This is an optimization exercise on Yosys and OpenROAD, whose aim is small area, a short achievable clock period and few clock cycles, not a production implementation. At most, simulation tests tie the RTL to the original design; equivalence was not proved. Power figures rest on the tool's default switching activity, not on a simulated workload.

## pcwlc_core
module pcwlc_core (
    input  wire        clk,
    input  wire        rst,
    input  wire        host_we,
    input  wire [2:0]  host_addr,
    input  wire [63:0] host_wdata,
    output wire [31:0] status,
    output wire [63:0] res,
    output wire [63:0] res2,
    output wire [31:0] erraddr,
    output reg         port_req,
    output reg         port_we,
    output reg  [1:0]  port_size,     
    output reg  [16:0] port_addr,
    output wire [31:0] port_wdata,
    input  wire        port_ack,
    input  wire [1:0]  port_fail,     
    input  wire [31:0] port_rdata,
    input  wire [63:0] now
);
    localparam [2:0] C_OK      = 3'd0;
    localparam [2:0] C_NOTFND  = 3'd1;
    localparam [2:0] C_ALIGN   = 3'd2;
    localparam [2:0] C_RANGE   = 3'd3;
    localparam [2:0] C_UNSUP   = 3'd4;
    localparam [2:0] C_IOFAIL  = 3'd5;
    localparam [2:0] C_ILLEGAL = 3'd6;
    localparam [4:0] OP_CFG_READ   = 5'h01;
    localparam [4:0] OP_CFG_WRITE  = 5'h02;
    localparam [4:0] OP_FIND_STD   = 5'h03;
    localparam [4:0] OP_FIND_EXT   = 5'h04;
    localparam [4:0] OP_ENABLE     = 5'h05;
    localparam [4:0] OP_DISABLE    = 5'h06;
    localparam [4:0] OP_RETRAIN    = 5'h07;
    localparam [4:0] OP_SET_SPEED  = 5'h08;
    localparam [4:0] OP_READ_STAT  = 5'h09;
    localparam [4:0] OP_WAIT_TRAIN = 5'h0A;
    localparam [4:0] OP_HOT_RESET  = 5'h0B;
    localparam [4:0] OP_SET_BITS   = 5'h0C;
    localparam [4:0] S_IDLE  = 5'd0;
    localparam [4:0] S_FIN   = 5'd1;    
    localparam [4:0] S_CFGR  = 5'd2;
    localparam [4:0] S_CFGW  = 5'd3;
    localparam [4:0] S_ST    = 5'd4;    
    localparam [4:0] S_HT    = 5'd5;    
    localparam [4:0] S_PTR   = 5'd6;    
    localparam [4:0] S_ENT   = 5'd7;    
    localparam [4:0] S_EXT   = 5'd8;    
    localparam [4:0] S_RMWR  = 5'd9;    
    localparam [4:0] S_RMWW  = 5'd10;   
    localparam [4:0] S_CAP   = 5'd11;
    localparam [4:0] S_LC2R  = 5'd12;
    localparam [4:0] S_LC2W  = 5'd13;
    localparam [4:0] S_LS    = 5'd14;
    localparam [4:0] S_HRHT  = 5'd15;   
    localparam [4:0] S_POLL  = 5'd16;   
    localparam [4:0] S_POLL2 = 5'd18;   
    localparam [4:0] S_SLP0  = 5'd19;   
    localparam [4:0] S_SLEEP = 5'd17;   
    localparam [7:0] PCIE_CAP_ID = 8'h10;
    reg [63:0] opa, opb;
    reg        busy, done, pf;
    reg [2:0]  code;
  ...
Size: ~410 I/O pins, ~26,000 µm² of cells after synthesis.
make LEC_CHECK=0 CAP_MARGIN=20 CORE_MARGIN=2 CORE_UTILIZATION=40 SETUP_SLACK_MARGIN=4 SLEW_MARGIN=20 finish   # period 8.0 ns
run.sh (not shown) runs the stock make flow with config.mk's settings and CLKGATE_MAP_FILE= SYNTH_SCRIPT=/design/flow/synth_recipe.tcl, a recipe that flattens the netlist after the stock synthesis.
Testbench counts at the start, summed over its fixed seeds: cycles 67,760.
Rerun with:
--- a/flow/design.v
+++ b/flow/design.v
@@ -72,16 +72,17 @@
     reg [4:0]  op;
     reg [1:0]  wc;
     reg        f;
     reg [15:0] imm;         
     reg        again;
     reg [11:0] cur;
     reg [8:0]  trip;        
     reg [63:0] lop;         
+    reg        pz;          
     reg [64:0] wake_n;      
     assign port_wdata = res_q[31:0];
     assign status  = {22'd0, iokind & {2{done}}, 1'b0, code & {3{done}}, 1'b0, pf, done, busy};
     assign erraddr = {15'd0, port_addr & {17{errv & done}}};
     assign res     = (res_q & {64{resv}}) | {63'd0, res1};
     reg [15:0] res2_hi;
     always @(*) begin
         case (rs2c)
@@ -207,33 +208,38 @@
         endcase
         if (!c_legal) begin
             c_req   = 1'b0;
             c_code  = C_ILLEGAL;
             c_errv  = 1'b0;
             c_state = S_FIN;
         end
     end
+    reg  [63:0] now_q;
+    always @(posedge clk) now_q <= now;
     reg  [64:0] add_b;
     reg         add_c;
     always @(*) begin
-        if (state == S_POLL) begin
-            add_b = {dl_hi_n, res_q};
+        if (state == S_POLL2) begin
+            add_b = {dl_hi_n, lop};
             add_c = 1'b1;
-        end else if (state == S_POLL2 || state == S_SLP0 || state == S_SLEEP) begin
+        end else if (state == S_SLEEP) begin
             add_b = wake_n;
             add_c = 1'b1;
+        end else if (state == S_POLL) begin
+            add_b = {1'b0, res_q};
+            add_c = 1'b0;
         end else begin
             add_b = {1'b0, lop};
             add_c = 1'b0;
         end
     end
     localparam integer AW = 66;
     localparam integer AL = 7;                  
-    wire [AW-1:0] ad_a = {2'b0, now};
+    wire [AW-1:0] ad_a = {2'b0, now_q};
     wire [AW-1:0] ad_b = {1'b0, add_b};
     wire [AW-1:0] ad_p = ad_a ^ ad_b;
     wire [AW-1:0] ad_g = (ad_a & ad_b) | {{(AW-1){1'b0}}, ad_p[0] & add_c};
     wire [AW-1:0] bk_g [0:2*AL];
     wire [AW-1:0] bk_p [0:2*AL];
     assign bk_g[0] = ad_g;
     assign bk_p[0] = ad_p;
     genvar bl, bi;
@@ -258,36 +264,39 @@
                     assign bk_g[2*AL-bl][bi] = bk_g[2*AL-bl-1][bi];
                     assign bk_p[2*AL-bl][bi] = bk_p[2*AL-bl-1][bi];
                 end
             end
         end
     endgenerate
     wire [AW-1:0] ad_cy = bk_g[2*AL];           
     wire [65:0]   nsum  = ad_p ^ {ad_cy[AW-2:0], add_c};
-    reg         past;
-    always @(posedge clk) past <= nsum[65];
-    wire        lop_zero  = (lop == 64'd0);
+    wire        past = nsum[65];
+    wire        lop_zero  = pz;
     wire        ack  = port_req && port_ack;
     wire        okk  = (port_fail == 2'd0);
     wire [31:0] rd   = port_rdata;
     wire is_std   = (op == OP_FIND_STD);
     wire is_rs    = (op == OP_READ_STAT);
     wire is_lsop  = (op == OP_READ_STAT) || (op == OP_WAIT_TRAIN);
     wire is_cap   = (op == OP_SET_SPEED) && !again;
     wire [7:0] walk_id = is_std ? imm[7:0] : PCIE_CAP_ID;
     reg [15:0] rmw_set, rmw_clr;
     always @(*) begin
         rmw_set = 16'd0;
         rmw_clr = 16'd0;
         case (op)
             OP_ENABLE:    rmw_clr = 16'h0010;
             OP_DISABLE:   rmw_set = 16'h0010;
             OP_RETRAIN:   if (again) rmw_clr = 16'h0020; else rmw_set = 16'h0020;
-            OP_SET_SPEED: rmw_set = 16'h0020;
+            OP_SET_SPEED: if (again) rmw_set = 16'h0020;           
+                          else begin                               
+                              rmw_set = {13'd0, imm[2:0]};
+                              rmw_clr = 16'h000F;
+                          end
             OP_HOT_RESET: if (again) rmw_clr = 16'h0040; else rmw_set = 16'h0040;
             OP_SET_BITS:  if (f) rmw_set = imm; else rmw_clr = imm;
             default:      ;
         endcase
     end
     wire [7:0] base_off = is_lsop ? 8'h12 : is_cap ? 8'h02 : 8'h10;
     wire [8:0] base_adr = {1'b0, cur[7:0]} + {1'b0, base_off};
     wire [4:0] base_st  = is_lsop ? S_LS : is_cap ? S_CAP : S_RMWR;
@@ -487,26 +496,28 @@
     always @(posedge clk) begin
         first <= !busy;
         if (!busy) begin
             op    <= c_op;
             wc    <= c_w;
             f     <= c_f;
             imm   <= (c_op == OP_SET_SPEED) ? {13'd0, speed_code} : c_imm;
             lop   <= opa;
+            pz    <= (opa == 64'd0);
             again <= 1'b0;
             cur   <= 12'h100;
             trip  <= ext_trip1;
             port_we   <= (c_op == OP_CFG_WRITE);
             port_size <= c_size;
         end
         if (busy && first && op == OP_WAIT_TRAIN) begin
-            res_q   <= ~nsum[63:0];
+            lop     <= ~nsum[63:0];
             dl_hi_n <= ~nsum[64];
-            lop     <= opb;
+            res_q   <= opb;
+            pz      <= (opb == 64'd0);
         end
         if (cmd_go) begin
             port_addr   <= c_addr;
             res_q[31:0] <= opa[31:0];
         end
         case (state)
             S_CFGR: begin
                 if (!again) res_q[31:0] <= rd;
@@ -515,22 +526,21 @@
                 end else begin
                     res_q[63:32] <= 32'd0;
                     res_q[31:0]  <= (wc == 2'd0) ? {24'd0, rd[7:0]} :
                                     (wc == 2'd1) ? {16'd0, rd[15:0]} : rd;
                 end
             end
             S_ENT: if (is_std) res_q <= {56'd0, cur[7:0]};
             S_EXT: res_q <= {52'd0, cur};
-            S_RMWR: res_q[31:0] <= {16'd0, (rd[15:0] | rmw_set) & ~rmw_clr};
-            S_LC2R: res_q[31:0] <= {16'd0, rd[15:4], 1'b0, imm[2:0]};
+            S_RMWR, S_LC2R: res_q[31:0] <= {16'd0, (rd[15:0] & ~rmw_clr) | rmw_set};
             S_LS: if (is_rs) res_q <= {32'd0, ls_res};
             default: ;
         endcase
-        if (state == S_LS || state == S_RMWW)
+        if (state == S_POLL || state == S_SLP0)
             wake_n <= ~nsum[64:0];
         if (ack && okk) begin
             case (state)
                 S_CFGR: begin
                     again     <= 1'b1;
                     port_addr <= addr_p4;
                 end
                 S_CFGW: begin
The changed run completed with no timing, DRC or antenna violations.
Worst setup slack is better by 28 ps.
Hold slack is better by 19 ps.
Wire length rose by 1.2%.
Synthesized cell count rose by 0.82%.
Utilization fell by 0.10 points.
Power rose by about 10%.
Function not checked in the second run of this note: the RTL went through the layout flow alone.


Setup of the baseline:
pcwlc_core, a different RTL version from the one above (not shown whole).
Size: ~3300 cells after synthesis, roughly 400 flip-flops.
// pcwlc_core
module pcwlc_core (
    input  wire        clk,
    input  wire        rst,
    input  wire        host_we,
    input  wire [2:0]  host_addr,
    input  wire [63:0] host_wdata,
    output wire [31:0] status,
    output wire [63:0] res,
    output wire [63:0] res2,
    output wire [31:0] erraddr,
    output reg         port_req,
    output reg         port_we,
    output reg  [1:0]  port_size,     
    output reg  [16:0] port_addr,
    output wire [31:0] port_wdata,
    input  wire        port_ack,
    input  wire [1:0]  port_fail,     
    input  wire [31:0] port_rdata,
    input  wire [63:0] now
);
    localparam [2:0] C_OK      = 3'd0;
    localparam [2:0] C_NOTFND  = 3'd1;
    localparam [2:0] C_ALIGN   = 3'd2;
    localparam [2:0] C_RANGE   = 3'd3;
    localparam [2:0] C_UNSUP   = 3'd4;
    localparam [2:0] C_IOFAIL  = 3'd5;
    localparam [2:0] C_ILLEGAL = 3'd6;
    localparam [4:0] OP_CFG_READ   = 5'h01;
    localparam [4:0] OP_CFG_WRITE  = 5'h02;
    localparam [4:0] OP_FIND_STD   = 5'h03;
    localparam [4:0] OP_FIND_EXT   = 5'h04;
    localparam [4:0] OP_ENABLE     = 5'h05;
    localparam [4:0] OP_DISABLE    = 5'h06;
    localparam [4:0] OP_RETRAIN    = 5'h07;
    localparam [4:0] OP_SET_SPEED  = 5'h08;
    localparam [4:0] OP_READ_STAT  = 5'h09;
    localparam [4:0] OP_WAIT_TRAIN = 5'h0A;
    localparam [4:0] OP_HOT_RESET  = 5'h0B;
    localparam [4:0] OP_SET_BITS   = 5'h0C;
    localparam [4:0] S_IDLE  = 5'd0;
    localparam [4:0] S_FIN   = 5'd1;    
    localparam [4:0] S_CFGR  = 5'd2;
    localparam [4:0] S_CFGW  = 5'd3;
    localparam [4:0] S_ST    = 5'd4;    
    localparam [4:0] S_HT    = 5'd5;    
    localparam [4:0] S_PTR   = 5'd6;    
  ...
clock: 8.0 ns
lec_check: 0
cap_margin: 20
core_margin: 2
core_utilization: 40
cts_buf_list: sky130_fd_sc_hd__clkbuf_8
place_density: 0.75
setup_slack_margin: 4
slew_margin: 20
standard.sh (not shown) runs the stock make flow with config.mk's settings and CLKGATE_MAP_FILE= SYNTH_SCRIPT=/design/flow/synth_recipe.tcl, a recipe that flattens the netlist after the stock synthesis.
==> flow/flow/run.sh <==
#!/bin/bash
# Layout flow: the standard flow (standard.sh: the standard synthesis,
# then ORFS to the routed layout) with two layout settings changed:
#  - the port buffers are buf_1 cells instead of the delay buffers that
#    buffer_ports picks by default; timing repair upsizes the ones on
#    critical paths;
#  - the resizer may change a cell's footprint when it sizes cells
#    (MATCH_CELL_FOOTPRINT=0), so timing repair can upsize freely.
# The output of the whole run goes to standard.log in the work folder; ORFS
# keeps each step's log under orfs/logs/.
set -euo pipefail
bash standard.sh MATCH_CELL_FOOTPRINT=0 \
    "BUFFER_PORTS_ARGS=-buffer_cell sky130_fd_sc_hd__buf_1" \
    finish > standard.log 2>&1
Here is what was changed in the inputs of the candidate compared with the baseline.
--- a/flow/design.v
+++ b/flow/design.v
@@ -63,29 +63,29 @@
     reg [2:0]  code;
     reg [1:0]  iokind;
     reg        errv;        
     reg        resv;        
     reg        res1;        
     reg [63:0] res_q;       
     reg        dl_hi_n;     
     reg [2:0]  rs2c;        
     reg [4:0]  state;
     reg [4:0]  op;
     reg [1:0]  wc;
     reg        f;
+    reg [15:0] imm;         
     reg        again;
     reg [11:0] cur;
     reg [8:0]  trip;        
     reg [63:0] lop;         
-    wire [15:0] imm = lop[63:48];
     reg        pz;          
     reg [64:0] wake_n;      
     assign port_wdata = res_q[31:0];
     assign status  = {22'd0, iokind & {2{done}}, 1'b0, code & {3{done}}, 1'b0, pf, done, busy};
     assign erraddr = {15'd0, port_addr & {17{errv & done}}};
     assign res     = (res_q & {64{resv}}) | {63'd0, res1};
     reg [15:0] res2_hi;
     always @(*) begin
         case (rs2c)
             3'd1:    res2_hi = 16'h4004;
             3'd2:    res2_hi = 16'h4014;
             3'd3:    res2_hi = 16'h4020;
@@ -272,26 +272,26 @@
             OP_SET_BITS:  if (f) rmw_set = imm; else rmw_clr = imm;
             default:      ;
         endcase
     end
     wire [7:0] base_off = is_lsop ? 8'h12 : is_cap ? 8'h02 : 8'h10;
     wire [8:0] base_adr = {1'b0, cur[7:0]} + {1'b0, base_off};
     wire [4:0] base_st  = is_lsop ? S_LS : is_cap ? S_CAP : S_RMWR;
     wire [15:0] ls       = rd[15:0];
     wire [3:0]  ls_sc    = ls[3:0];
     wire        ls_known = (ls_sc >= 4'd1) && (ls_sc <= 4'd6);
     wire [31:0] ls_res   = {ls, 3'd0, ls[13], ls[11], ls[9:4], ls_known, ls_sc};
     wire [12:0] c_cs_m4  = opa[12:0] - 13'd4;
-    wire [11:0] cs_m4  = lop[11:0];
-    wire        cs_big = lop[12];
+    reg  [11:0] cs_m4;
+    reg         cs_big;
     wire [11:0] nx       = rd[31:20];
     function gt12(input [11:0] a, input [11:0] b);
         integer k;
         begin
             gt12 = 1'b0;
             for (k = 0; k < 12; k = k + 1)
                 gt12 = (a[k] & ~b[k]) | (~(a[k] ^ b[k]) & gt12);
         end
     endfunction
     wire        cs_over  = !cs_big && gt12(nx, cs_m4);
     wire [16:0] addr_p4  = port_addr + 17'd4;
     wire [16:0] addr_lc2 = port_addr + 17'h2E;    
@@ -485,36 +485,28 @@
                           (ack && okk && !poll && hsleep));
         sel_p <= !rst && ((ack && okk && (state == S_ENT) && !ent_ff && ent_match &&
                            is_lsop && !cur[0]) ||
                           (state == S_LS && !ack));
     end
     reg first;    
     always @(posedge clk) begin
         first <= !busy;
         if (!busy) begin
             op    <= c_op;
             wc    <= c_w;
             f     <= c_f;
-            lop[47:13] <= opa[47:13];
-            if (c_op == OP_FIND_EXT) begin
-                lop[11:0] <= c_cs_m4[11:0];
-                lop[12]   <= (opa[63:13] != 51'd0) || c_cs_m4[12];
-            end else begin
-                lop[12:0] <= opa[12:0];
-            end
-            case (c_op)
-                OP_FIND_STD, OP_FIND_EXT, OP_SET_BITS: lop[63:48] <= c_imm;
-                OP_SET_SPEED:                          lop[63:48] <= {13'd0, speed_code};
-                default:                               lop[63:48] <= opa[63:48];
-            endcase
+            imm   <= (c_op == OP_SET_SPEED) ? {13'd0, speed_code} : c_imm;
+            lop   <= opa;
+            cs_m4  <= c_cs_m4[11:0];
+            cs_big <= (opa[63:13] != 51'd0) || c_cs_m4[12];
             pz    <= (opa == 64'd0);
             again <= 1'b0;
             cur   <= 12'h100;
             trip  <= ext_trip1;
             port_we   <= (c_op == OP_CFG_WRITE);
             port_size <= c_size;
         end
         if (busy && first && op == OP_WAIT_TRAIN) begin
             lop     <= ~nsum[63:0];
             dl_hi_n <= ~nsum[64];
             res_q   <= opb;
             pz      <= (opb == 64'd0);
--- outcome ---
The flow did not stop early for the candidate: all stages ran, and the layout cleared the timing, design-rule and antenna checks.
Flop count, the baseline -> the candidate: increased
In the candidate the non-filler instance count after layout turned out about 0.5% higher than in the baseline.
The baseline -> the candidate: number of setup violations in the final report delta 0, exact match
Against the baseline, the candidate comes in 29 higher on clock net sink count.
The candidate: sequential fraction of the synthesis area 2.5 points above the baseline
Cmp the candidate vs the baseline: data required time of the critical path higher in the candidate
Relative to the baseline, number of setup buffers added after CTS decreased by 7 in the candidate.
Going from the baseline to the candidate, worst setup slack rose 0.19 ns, H-tree depth roughly the same, maximum frequency rose by 11 MHz, final total power rose by 0.47 mW, total inserted antenna cells went down 7.
Testbench counts of the candidate, summed over its fixed seeds: cycles 67,760.
No functional check of the RTL was part of the baseline.

what the ideal ports hide:
Ports are ideal in the flow. The routed layouts listed here were re-timed in OpenROAD. Step 1 assumes that a clkbuf_16 drives the clock port and a buf_2 every other input. Step 2 times the ports against the registers' clock, not the clock port: input delays grow and output delays shrink by t, the midpoint of the rising clock arrivals with the driver on. Slacks: ideal / step 1 / step 2; pairs: ideal / step 1.
| run | t (ns) | setup slack, ns | clock arrival spread, ns |
|---|---|---|---|
| the first run of note 1 | 0.679 | 2.925 / 2.952 / 2.274 | 0.017 / 0.017 |
| the second run of note 1 | 0.694 | 2.954 / 2.954 / 2.954 | 0.033 / 0.033 |
| the baseline | 0.712 | 3.820 / 3.841 / 3.129 | 0.049 / 0.049 |
| the candidate | 0.729 | 4.009 / 4.026 / 3.297 | 0.047 / 0.048 |
After both steps setup and hold are still met in every run listed. The setup slack of the candidate, which loses most, moves by +0.017 ns with the drivers and by -0.712 ns with both steps.
